This is an optimization exercise on Yosys and OpenROAD, whose aim is small area, a short achievable clock period and few clock cycles, not a production implementation.
Only simulation tests tie the RTL to the original design; equivalence was not proved.
Power figures rest on the tool's default switching activity, not on a simulated workload.

## flow/run.sh

```bash
#!/bin/bash
# synth_recipe.tcl (not shown) runs the flow's synth.tcl, then flattens the netlist and writes it again
# the make line also repeats each setting of config.mk as NAME=value (left out here)
make -C /OpenROAD-flow-scripts/flow DESIGN_CONFIG=/design/flow/config.mk WORK_HOME=/design/flow/orfs CLKGATE_MAP_FILE= SYNTH_SCRIPT=/design/flow/synth_recipe.tcl finish
```

## flow/config.mk

```make
export PLATFORM = sky130hd
export DESIGN_NAME = crc16_psa
export DESIGN_NICKNAME = crc16_psa
export VERILOG_FILES = /design/flow/design.v
export SDC_FILE = /design/flow/constraint.sdc
export NUM_CORES = 4
export LEC_CHECK = 0
export CAP_MARGIN = 20
export CORE_MARGIN = 2
export CORE_UTILIZATION = 40
export SLEW_MARGIN = 20
```

## flow/constraint.sdc

```tcl
create_clock -name core_clock -period 10.0 [get_ports {clk}]
set_input_delay 2.0000 -clock core_clock [delete_from_list [all_inputs] [get_ports {clk}]]
set_output_delay 2.0000 -clock core_clock [all_outputs]
set_load 0.01 [all_outputs]
```

## flow/design.v

```verilog
module crc16_psa_step (
    input  wire [15:0] a,
    input  wire [7:0]  b,
    output wire [15:0] n
);
    wire [7:0] x0 = a[15:8] ^ b;
    wire [7:0] x  = x0 ^ {4'b0000, x0[7:4]};
    assign n = {a[7:0], 8'h00} ^ {x[3:0], 12'h000} ^ {3'b000, x, 5'b00000} ^ {8'h00, x};
endmodule
module crc16_psa (
    input  wire        clk,
    input  wire        rst,
    input  wire        host_req,
    input  wire        host_we,
    input  wire [3:0]  host_idx,
    input  wire [15:0] host_wdata,
    output reg         host_ack,
    output reg  [15:0] host_rdata,
    output reg         bus_req,
    output reg  [1:0]  bus_cmd,
    output reg  [7:0]  bus_wdata,
    input  wire        bus_ack,
    input  wire        bus_err,
    input  wire [7:0]  bus_rdata
);
    localparam BUF_SIZE   = 64;
    localparam STORE_SIZE = 32768;
    localparam [6:0] DEV_ADDR = 7'h50;
    localparam T_SETTLE   = 32;
    localparam [3:0] I_STATUS = 4'd0, I_CMD = 4'd1, I_ACC = 4'd2, I_CRC_IN = 4'd3,
                     I_ADDR = 4'd4, I_LEN = 4'd5, I_PTR = 4'd6, I_DATA = 4'd7;
    localparam [15:0] C_CRC_INIT = 16'h0001, C_CRC_BUF = 16'h0002, C_CRC_APPEND = 16'h0003,
                      C_ST_WRITE = 16'h0010, C_ST_READ = 16'h0011, C_CLR_ERR = 16'h0020;
    localparam [1:0] B_START = 2'd0, B_WRITE = 2'd1, B_READ = 2'd2, B_STOP = 2'd3;
    localparam [3:0] Q_IDLE = 4'd0, Q_START_W = 4'd1, Q_ADDR_HI = 4'd2, Q_ADDR_LO = 4'd3,
                     Q_WDATA = 4'd4, Q_START_R = 4'd5, Q_RDATA = 4'd6, Q_STOP = 4'd7,
                     Q_SETTLE = 4'd8;
    localparam [1:0] H_IDLE = 2'd0, H_CRC = 2'd1, H_ACK = 2'd2;
    reg [15:0] acc, addr, len, ptr;
    reg [7:0]  buf_mem [0:BUF_SIZE-1];
    reg        e_bus, e_ill, e_busy, e_range;
    reg [3:0]  q;           
    reg        q_read;      
    reg [6:0]  q_idx;       
    reg [5:0]  settle_cnt;
    reg [1:0]  h;           
    reg [6:0]  crc_idx;
    reg [15:0] crc_run;
    wire busy = (q != Q_IDLE);
    wire zero = (acc == 16'h0000);
    wire [15:0] status = {8'h00, e_range, e_busy, e_ill, e_bus, 2'b00, zero, busy};
    wire is_cmd_word = (host_wdata == C_CRC_INIT) || (host_wdata == C_CRC_BUF) ||
                       (host_wdata == C_CRC_APPEND) || (host_wdata == C_ST_WRITE) ||
                       (host_wdata == C_ST_READ) || (host_wdata == C_CLR_ERR);
    reg illegal;
    always @(*) begin
        if (host_idx[3])
            illegal = 1'b1;
        else if (!host_we)
            illegal = (host_idx == I_CMD) || (host_idx == I_CRC_IN);
        else case (host_idx)
            I_STATUS, I_ACC: illegal = 1'b1;
            I_CMD:           illegal = !is_cmd_word;
            I_CRC_IN, I_DATA: illegal = (host_wdata[15:8] != 8'h00);
            default:         illegal = 1'b0;
        endcase
    end
    wire plain_read = !host_we && ((host_idx == I_STATUS) || (host_idx == I_ACC) ||
                                   (host_idx == I_ADDR) || (host_idx == I_LEN) ||
                                   (host_idx == I_PTR));
    wire [16:0] addr_end = {1'b0, addr} + {1'b0, len};
    wire store_ok = (len >= 16'd1) && (len <= BUF_SIZE) && (addr_end <= STORE_SIZE);
    wire ptr_ok   = (ptr < BUF_SIZE);
    reg range_bad;
    always @(*) begin
        range_bad = 1'b0;
        if (host_idx == I_DATA)
            range_bad = !ptr_ok;
        else if (host_we && host_idx == I_CMD) begin
            case (host_wdata)
                C_CRC_BUF:             range_bad = (len > BUF_SIZE);
                C_CRC_APPEND:          range_bad = (len > BUF_SIZE - 2);
                C_ST_WRITE, C_ST_READ: range_bad = !store_ok;
                default:               range_bad = 1'b0;
            endcase
        end
    end
    wire start     = (h == H_IDLE) && host_req;
    wire do_ill    = start && illegal;
    wire do_busy   = start && !illegal && busy && !plain_read;
    wire do_range  = start && !illegal && !(busy && !plain_read) && range_bad;
    wire do_op     = start && !illegal && !(busy && !plain_read) && !range_bad;
    wire op_cmd    = do_op && host_we && (host_idx == I_CMD);
    wire st_write  = op_cmd && (host_wdata == C_ST_WRITE);
    wire st_read   = op_cmd && (host_wdata == C_ST_READ);
    wire [15:0] crc_step_out;
    crc16_psa_step u_step (
        .a (h == H_CRC ? crc_run : acc),
        .b (h == H_CRC ? buf_mem[crc_idx[5:0]] : host_wdata[7:0]),
        .n (crc_step_out)
    );
    always @(posedge clk) begin
        if (rst) begin
            h          <= H_IDLE;
            host_ack   <= 1'b0;
            host_rdata <= 16'h0000;
            acc        <= 16'hFFFF;
            addr       <= 16'h0000;
            len        <= 16'h0000;
            ptr        <= 16'h0000;
            e_ill      <= 1'b0;
            e_busy     <= 1'b0;
            e_range    <= 1'b0;
            crc_idx    <= 7'd0;
            crc_run    <= 16'hFFFF;
        end else begin
            case (h)
            H_IDLE: if (host_req) begin
                host_rdata <= 16'h0000;
                h          <= H_ACK;
                host_ack   <= 1'b1;
                if (do_ill)
                    e_ill <= 1'b1;
                else if (do_busy)
                    e_busy <= 1'b1;
                else if (do_range)
                    e_range <= 1'b1;
                else if (!host_we) begin
                    case (host_idx)
                        I_STATUS: host_rdata <= status;
                        I_ACC:    host_rdata <= acc;
                        I_ADDR:   host_rdata <= addr;
                        I_LEN:    host_rdata <= len;
                        I_PTR:    host_rdata <= ptr;
                        default: begin  
                            host_rdata <= {8'h00, buf_mem[ptr[5:0]]};
                            ptr        <= ptr + 16'd1;
                        end
                    endcase
                end else begin
                    case (host_idx)
                        I_CRC_IN: acc  <= crc_step_out;
                        I_ADDR:   addr <= host_wdata;
                        I_LEN:    len  <= host_wdata;
                        I_PTR:    ptr  <= host_wdata;
                        I_DATA:   ptr  <= ptr + 16'd1;
                        default: begin  
                            case (host_wdata)
                                C_CRC_INIT: acc <= 16'hFFFF;
                                C_CRC_BUF: begin
                                    h        <= H_CRC;
                                    host_ack <= 1'b0;
                                    crc_idx  <= 7'd0;
                                    crc_run  <= 16'hFFFF;
                                end
                                C_CRC_APPEND: len <= len + 16'd2;
                                C_CLR_ERR: begin
                                    e_ill   <= 1'b0;
                                    e_busy  <= 1'b0;
                                    e_range <= 1'b0;
                                end
                                default: ;  
                            endcase
                        end
                    endcase
                end
            end
            H_CRC: begin
                if (crc_idx == len[6:0]) begin
                    acc      <= crc_run;
                    host_ack <= 1'b1;
                    h        <= H_ACK;
                end else begin
                    crc_run <= crc_step_out;
                    crc_idx <= crc_idx + 7'd1;
                end
            end
            default: begin  
                host_ack <= 1'b0;
                h        <= H_IDLE;
            end
            endcase
        end
    end
    always @(posedge clk) begin
        if (!rst) begin
            if (do_op && host_we && host_idx == I_DATA)
                buf_mem[ptr[5:0]] <= host_wdata[7:0];
            if (op_cmd && host_wdata == C_CRC_APPEND) begin
                buf_mem[len[5:0]]         <= acc[15:8];
                buf_mem[len[5:0] + 6'd1]  <= acc[7:0];
            end
            if (q == Q_RDATA && bus_req && bus_ack && !bus_err)
                buf_mem[q_idx[5:0]] <= bus_rdata;
        end
    end
    wire beat_done = bus_req && bus_ack;
    always @(posedge clk) begin
        if (rst) begin
            q          <= Q_SETTLE;
            settle_cnt <= T_SETTLE - 1;
            q_read     <= 1'b0;
            q_idx      <= 7'd0;
            bus_req    <= 1'b0;
            bus_cmd    <= B_STOP;
            bus_wdata  <= 8'h00;
            e_bus      <= 1'b0;
        end else begin
            if (op_cmd && host_wdata == C_CLR_ERR)
                e_bus <= 1'b0;
            case (q)
            Q_IDLE: begin
                if (st_write || st_read) begin
                    q      <= Q_START_W;
                    q_read <= st_read;
                end
            end
            Q_SETTLE: begin
                if (settle_cnt == 6'd0)
                    q <= Q_IDLE;
                else
                    settle_cnt <= settle_cnt - 6'd1;
            end
            default: begin
                if (!bus_req) begin
                    bus_req <= 1'b1;
                    case (q)
                        Q_START_W: begin bus_cmd <= B_START; bus_wdata <= {DEV_ADDR, 1'b0}; end
                        Q_ADDR_HI: begin bus_cmd <= B_WRITE; bus_wdata <= addr[15:8]; end
                        Q_ADDR_LO: begin bus_cmd <= B_WRITE; bus_wdata <= addr[7:0]; end
                        Q_WDATA:   begin bus_cmd <= B_WRITE; bus_wdata <= buf_mem[q_idx[5:0]]; end
                        Q_START_R: begin bus_cmd <= B_START; bus_wdata <= {DEV_ADDR, 1'b1}; end
                        Q_RDATA:   begin bus_cmd <= B_READ;  bus_wdata <= 8'h00; end
                        default:   begin bus_cmd <= B_STOP;  bus_wdata <= 8'h00; end
                    endcase
                end else if (beat_done) begin
                    bus_req <= 1'b0;
                    if (q == Q_STOP) begin
                        if (q_read)
                            q <= Q_IDLE;
                        else begin
                            q          <= Q_SETTLE;
                            settle_cnt <= T_SETTLE - 1;
                        end
                    end else if (bus_err) begin
                        e_bus <= 1'b1;
                        q     <= Q_STOP;
                    end else begin
                        case (q)
                            Q_START_W: q <= Q_ADDR_HI;
                            Q_ADDR_HI: q <= Q_ADDR_LO;
                            Q_ADDR_LO: begin
                                q_idx <= 7'd0;
                                q     <= q_read ? Q_START_R : Q_WDATA;
                            end
                            Q_WDATA: begin
                                q_idx <= q_idx + 7'd1;
                                if (q_idx + 7'd1 == len[6:0])
                                    q <= Q_STOP;
                            end
                            Q_START_R: q <= Q_RDATA;
                            default: begin  
                                q_idx <= q_idx + 7'd1;
                                if (q_idx + 7'd1 == len[6:0])
                                    q <= Q_STOP;
                            end
                        endcase
                    end
                end
            end
            endcase
        end
    end
endmodule
```

==> impl_metrics.json <==
{
  "status": "timing/DRC/antenna clean",
  "min_period_over_period_pct": 71.5,
  "cts_hold_buf": 0,
  "grt.total_usage_pct": 30.4,
  "ys_warn_count": 1,
  "power.leakage_nw": 14.0,
  "areaGrowthSynthToFinish_pct": 10.1,
  "ant_nets": 0,
  "synth_cells": 3995,
  "setup_viol": 0,
  "rows": 121,
  "routed_wl_um": 171000,
  "seq_area_frac_synth_pct": 42.4,
  "synth.avg_cell_area_um2": 10.9,
  "synth_top_area_share_pct": 35.2,
  "syn_nets": 4055,
  "dr.pass1.iters": 8,
  "grt_max_degree": 69,
  "synth_edf_count": 512,
  "synth_commonest_cells": "nand2_1 (717), o21ai_0 (531), edfxtp_1 (512), mux4_2 (473), clkbuf_1 (318)",
  "die_w_um": 334,
  "drive_gt1_share_pct": 19.5,
  "htreeDepth": 3,
  "drv_cap": 0,
  "crit_family": "simple AND/OR/NAND/NOR gates",
  "die-area_um2": 112000,
  "vdd_drop_max_mv": 0.122,
  "setup_tns_ns": 0,
  "routedWlPerCell_um": 32.2,
  "grt_pass1_wl_um": 244000,
  "crit_chain": "clkdlybuf4s50_1 -> or4_1 -> or4_4 -> or4_4 -> a311oi_4 -> o21a_4 -> o31ai_1 -> a31oi_1 -> nand2b_1 -> nand2b_1 -> o21ai_1",
  "die_h_um": 334,
  "grt_overflow": 0,
  "cp-end-kind": "flip-flop",
  "synth_top_area_cell": "edfxtp_1",
  "numCtsBuffers": 82,
  "gp_congestion": 1.04,
  "cp_num_buf_inv": 1,
  "ys.flop_type": "edfxtp_1",
  "postCtsResizedCells": 0,
  "post_cts_buffers": 0,
  "ys_top_cells_by_area": "edfxtp_1 (35%), mux4_2 (24%), dfxtp_1 (7.2%)",
  "hold_viol_final": 0,
  "cts_tree": "done",
  "drc": 0,
  "async_flop_share_pct": 0,
  "post_drt_via_cell_ratio": 6.67,
  "antenna_found_initial": 19,
  "clkLatencyLatePin_ns": 0.69,
  "powerDensity_nw_per_um2": 132,
  "post-dp-hpwl_um": 117000,
  "clkTransAtPathRegs_ns": 0.06,
  "yosys_register_bits": 669,
  "synth-simple-area-share_pct": 12.5,
  "io_pins": 62,
  "finish.instance_area_um2": 48100,
  "grt_setup_unrepaired": "false",
  "slew_violations": 0,
  "core_area_um2": 109000,
  "cpPeakStageDelay_ns": 0.96,
  "synth_top_family_by_area": "multiplexers",
  "fmax_mhz": 140,
  "cpMaxStageDelayCell": "o21ai_1",
  "synth-adder-area-share_pct": 0.762,
  "numPortBuffers": 61,
  "vias": 35400,
  "clockRootBuffer": "clkbuf_16",
  "required_ns": 10.30,
  "slew_headroom_pct": 17.1,
  "yosysMostFrequentCell": "nand2_1",
  "worstSetupPathType": "primary input to flip-flop",
  "synth_compound_area_share_pct": 13.3,
  "critical_path.max_fanout": 9,
  "start_util_pct": 40.2,
  "placed_area_um2": 45300,
  "tightest_slew_ns": 1.24,
  "fin_skew_ns": 0.0380,
  "period_needed_ns": 7.15,
  "yosys.cell_types.count": 89,
  "synth_xor_xnor_area_share_pct": 1.58,
  "clockBufferDepth": 3,
  "fin_nets": 3885,
  "syn_area_um2": 43700,
  "hp-class": "flip-flop to flip-flop",
  "synth_mux_area_share_pct": 25.7,
  "startpoint_type": "primary input",
  "worstPathArrival_ns": 7.45,
  "grt_pass1_vias": 32700,
  "drtIter0Drc": 5518,
  "cts_num_sinks": 669
}
[cell usage in the layout, fill, tap and decap left out, types with 10 or more instances in the layout]
cell type,instances
buf_4,84
o211ai_1,13
ha_1,25
diode_2,10
nand3_1,34
o22ai_1,11
nand4_1,19
a21oi_1,168
dfxtp_4,13
mux2i_1,51
nor2_1,281
clkinv_2,14
edfxtp_1,512
o21ai_0,524
a22oi_1,92
nor3_1,42
a21o_1,15
clkdlybuf4s50_1,60
mux4_2,473
clkbuf_16,83
o22a_1,10
xor2_1,31
bufinv_16,11
nand2b_1,33
a31oi_1,12
clkinv_1,10
or3_1,31
or4_1,11
xnor2_1,48
dfxtp_1,140
o31ai_1,12
clkbuf_1,18
nor4_1,19
a211oi_1,16
and3_1,11
or2_2,11
nand2_1,717
inv_1,21
a2bb2oi_1,10
o21ai_1,41
[cell type report]
type                            instances  area [um^2]
Fill cell                            9841        60500
Multi-Input combinational cell       2904        23600
Sequential cell                       669        18600
Clock buffer                          107         2230
Tap cell                             1414         1770
Timing Repair Buffer                  147         1260
Clock inverter                         44          524
Inverter                               21         78.8
Antenna cell                           10         25.0
[metal layers]
layer  wire, um  track usage [%]  part of all wire (%)
met3      22000             8.46                    13
met4      12600             18.3                   7.4
met1      61800             39.4                    36
met5        149                0                 0.087
met2      74600             45.4                    44
[where the power goes]
part / internal, mW / switching [mW] / leakage [nW] / total [mW]
logic: 0.0755 / 0.159 / 6.74 / 0.234
registers: 2.99 / 0.00575 / 5.87 / 2.99
clock network: 1.86 / 1.27 / 1.35 / 3.12
total: 4.92 / 1.43 / 14.0 / 6.35
[worst register-to-register path: stages (launching register included)]
cell      delay [ns]
dfxtp_1         0.90
ha_1            0.46
a21o_1          0.25
a31oi_1         0.31
a21oi_1         0.14
or3_1           0.32
a2111o_1        0.47
o311ai_1        0.52
nand2_2         0.31
mux2_2          0.38
nand3_1         0.58
o21ai_1         1.01
[final timing paths]
check | slack, ns | endpoint | from | cells past startpoint
worst max-delay path | 2.85 | buf_mem[49][6]$_DFFE_PP_ | host_wdata[14] | 11
worst min register to register | 0.45 | host_rdata[7]$_SDFFE_PP0P_ | host_rdata[7]$_SDFFE_PP0P_ | 2
worst min-delay path | 0.45 | host_rdata[7]$_SDFFE_PP0P_ | host_rdata[7]$_SDFFE_PP0P_ | 2
worst max register to register | 3.97 | buf_mem[47][3]$_DFFE_PP_ | len[4]$_SDFFE_PP0P_ | 11
[state kept, by name (all words and copies together), names as in the netlist, 8 cells and up, named ones only]
name / cells
crc_run: 16
host_rdata: 16
acc: 16
bus_wdata: 8
ptr: 16
buf_mem: 512
addr: 16
len: 16
[metrics by stage]
step / hold WS (ns) / total power [mW] / std cells / setup WS, ns / utilization (%)
finish: 0.454 / 6.35 / 5316 / 2.85 / 44.3
global route: 0.473 / 6.48 / 5307 / 2.70 / 44.3
floorplan: 0.448 / 3.19 / 3995 / 3.73 / -
detailed placement: 0.447 / 3.28 / 5153 / 2.30 / 41.7
global placement: 0.445 / 3.27 / 5153 / 2.36 / 41.7
CTS: 0.453 / 6.35 / 5304 / 2.98 / 44.2
[logic make-up (layout without fill, tap and decap cells)]
family | count (synthesis) | in the layout
other cells | 0 | 10
mux | 528 | 528
buf+inv | 422 | 319
flops | 669 | 669
simple gates | 1269 | 1269
fa+ha+maj | 26 | 26
compound gates | 1002 | 1002
xor+xnor | 79 | 79
Testbench counts, summed over its fixed seeds: cycles 69,803.

## separate check: timing with driven ports
In the flow no input, the clock included, has a driving cell. The finished layout below was timed again as built, in two steps. Step 1: set_driving_cell puts a clkbuf_16 on clk and a buf_2 on each other input, an assumption about the parent block. Step 2 also shifts input and output timing later by t, the mid clock arrival at the registers, as if the neighbouring blocks saw the same clock. a / b / c = ideal / step 1 / step 2; a / b = the first two.
shift t [ns]: 0.738
setup slack, ns: 2.850 / 2.898 / 2.160
latest minus earliest clock arrival (ns): 0.038 / 0.038
cell pins on the clock port's net: 1
After both steps this run still meets setup and hold. The setup slack of this run moves by +0.048 ns with the drivers and by -0.690 ns with both steps.
